From an optimization exercise on the open Yosys and OpenROAD flow, aimed at a short achievable clock period and few clock cycles; shortcuts taken in it are not production practice.
Function was checked by simulation only, so behaviour that the tests miss may differ from the original.
Power figures rest on the tool's default switching activity, not on a simulated workload.

==> zinc <==
==> flow/design.v (excerpt) <==
module cu_codec (
    input  wire        clk,
    input  wire        rst_n,
    input  wire        req_valid,
    output wire        req_ready,
    input  wire [7:0]  req_op,
    input  wire [31:0] req_a,
    input  wire [31:0] req_v,
    input  wire [31:0] req_r,
    input  wire        close,
    output reg         rsp_valid,
    output reg  [2:0]  rsp_code,
    output reg  [2:0]  rsp_kind,
    output reg  [31:0] rsp_fuel,
    output reg  [3:0]  rsp_start,
    output reg  [3:0]  rsp_mode,
    output reg  [7:0]  rsp_pit,
    output reg  [3:0]  rsp_display,
    output reg  [4:0]  rsp_tm_addr,
    output reg  [31:0] rsp_tm_stamp,
    output reg  [3:0]  rsp_tm_sector,
    output reg  [31:0] rsp_version,
    output reg  [15:0] rsp_raw_len,
    output reg  [63:0] rsp_raw_head,
    output reg  [15:0] discards,
    output wire        tx_valid,
    input  wire        tx_ready,
    output wire [7:0]  tx_data,
    output wire        tx_last,
    input  wire [1:0]  tx_status,
    input  wire        rx_valid,
    output wire        rx_ready,
    input  wire [7:0]  rx_data,
    input  wire        rx_last,
    input  wire        rx_timeout,
    input  wire        rx_ioerr,
    output reg         diag_valid,
    output reg  [7:0]  diag_byte
);
clock: 12.0 ns
lec_check: 0
abc_clock_period_in_ps: 1000
cap_margin: 20
core_margin: 2
core_utilization: 40
place_density: 0.6
slew_margin: 20
standard.sh (not shown) runs the stock make flow with config.mk's settings and CLKGATE_MAP_FILE= SYNTH_SCRIPT=/design/flow/synth_recipe.tcl, a recipe that flattens the netlist after the stock synthesis.
==> flow/flow/run.sh <==
#!/bin/bash
# The standard layout (the standard.sh: standard synthesis, floorplan,
# placement, CTS, routing, finish) with the same SDC and settings, but with
# the resizer's setup repair aiming for a larger slack margin, so that the
# layout is optimised beyond the constraint's 12 ns.
set -euo pipefail
export SETUP_SLACK_MARGIN=8.8
bash standard.sh finish > standard_flow.log 2>&1
==> inputs of juniper, as changes to zinc <==
==> flow/run.sh (new file) <==
#!/bin/bash
# synth_recipe.tcl (not shown) runs the flow's synth.tcl, then flattens the netlist and writes it again
# the make line also repeats each setting of config.mk as NAME=value (left out here)
make -C /OpenROAD-flow-scripts/flow DESIGN_CONFIG=/design/flow/config.mk WORK_HOME=/design/flow/orfs CLKGATE_MAP_FILE= SYNTH_SCRIPT=/design/flow/synth_recipe.tcl finish
Settings changed: ABC_CLOCK_PERIOD_IN_PS 1000 to default.
removed: flow/flow/run.sh
removed: flow/standard.sh
==> inputs of xenon, as changes to zinc <==
==> flow/run.sh (new file) <==
#!/bin/bash
# synth_recipe.tcl (not shown) runs the flow's synth.tcl, then flattens the netlist and writes it again
# the make line also repeats each setting of config.mk as NAME=value (left out here)
make -C /OpenROAD-flow-scripts/flow DESIGN_CONFIG=/design/flow/config.mk WORK_HOME=/design/flow/orfs CLKGATE_MAP_FILE= SYNTH_SCRIPT=/design/flow/synth_recipe.tcl finish
removed: flow/flow/run.sh
removed: flow/standard.sh
==> run summary <==
Outcome: xenon finished clean; zinc finished clean; juniper finished clean
Wire length on met3: xenon 1920 um; zinc 2660 um; juniper 1920 um
RR Endpoint: xenon rsp_raw_head[54]; zinc rsp_code[1]; juniper rsp_raw_head[54]
Layout multi-input combinational cell count: xenon 695; zinc 699; juniper 695
Launch point of the worst path: xenon req_op[1]; zinc req_op[7]; juniper req_op[1]
Total routed wirelength: xenon 35800 um; zinc 42800 um; juniper 35800 um
Depth of the worst register-to-register path: xenon 12; zinc 13; juniper 12
Clock network fraction of design power: xenon 0.442; zinc 0.426; juniper 0.442
Maximum frequency from static timing analysis: xenon 207 MHz; zinc 272 MHz; juniper 207 MHz
Data arrival, critical path: xenon 5.24 ns; zinc 4.06 ns; juniper 5.24 ns
Max stage delay cell, worst path: xenon sky130_fd_sc_hd__clkdlybuf4s50_1; zinc sky130_fd_sc_hd__or4b_4; juniper sky130_fd_sc_hd__clkdlybuf4s50_1
Fraction of met2 tracks used by global routing: xenon 0.398; zinc 0.445; juniper 0.398
Detailed router's first-iteration violation count: xenon 763; zinc 717; juniper 763
Portion of total power attributed to combinational logic: xenon 0.063; zinc 0.084; juniper 0.063
Vias in the first global route: xenon 9578; zinc 10.8k; juniper 9578
Leakage component of the power: xenon 5.99 nW; zinc 7.59 nW; juniper 5.99 nW
Fraction of final layout cells sized beyond drive strength 1: xenon 0.0547; zinc 0.450; juniper 0.0547
Worst VDD drop: xenon 0.0000996 V; zinc 0.0000986 V; juniper 0.0000996 V
Reported clock group power: xenon 885 uW; zinc 860 uW; juniper 885 uW
Reg2Reg Launch Point: xenon rsp_raw_len[10]; zinc rsp_raw_len[5]; juniper rsp_raw_len[10]
Post-synthesis to final-layout area growth: xenon 37.9%; zinc 54.8%; juniper 37.9%
Share of cell area taken by multi-input logic gates: xenon 0.262; zinc 0.290; juniper 0.262
Post-CTS Resized: xenon 0; zinc 1425; juniper 0
Clock network area share: xenon 0.0554; zinc 0.0478; juniper 0.0554
Worst hold slack: xenon 0.474 ns; zinc 0.472 ns; juniper 0.474 ns
Layout clock buffers: xenon 35; zinc 33; juniper 35
Met1 Use GR: xenon 0.258; zinc 0.273; juniper 0.258
Testbench counts of zinc, summed over its fixed seeds: cycles 116,133.
Testbench counts of juniper, summed over its fixed seeds: cycles 116,133.
Testbench counts of xenon, summed over its fixed seeds: cycles 116,133.

[re-timing with driven ports]
The flow's constraints put no driver on any port. The routed layouts listed below were extracted and timed again, unchanged, in two steps. Step 1 assumes that a clkbuf_16 drives the clock port and a buf_2 every other input. Step 2 moves the port delays by t, midway between the first and last clock arrival at a register: inputs arrive t later, outputs are due t later. That takes back most of the time a late clock gives input paths. a / b / c = ideal / step 1 / step 2; a / b = the first two.
run | t (ns) | setup slack, ns | hold slack, ns | cell pins on the clock port's net
zinc | 0.600 | 8.327 / 8.294 / 7.713 | 0.472 / 0.472 / 0.472 | 1
juniper | 0.597 | 7.166 / 7.193 / 6.595 | 0.474 / 0.474 / 0.474 | 1
xenon | 0.597 | 7.166 / 7.193 / 6.595 | 0.474 / 0.474 / 0.474 | 1
After both steps setup and hold are still met in every run listed. For zinc, which loses most, drivers alone change the setup slack by -0.033 ns; drivers and shift together by -0.614 ns.
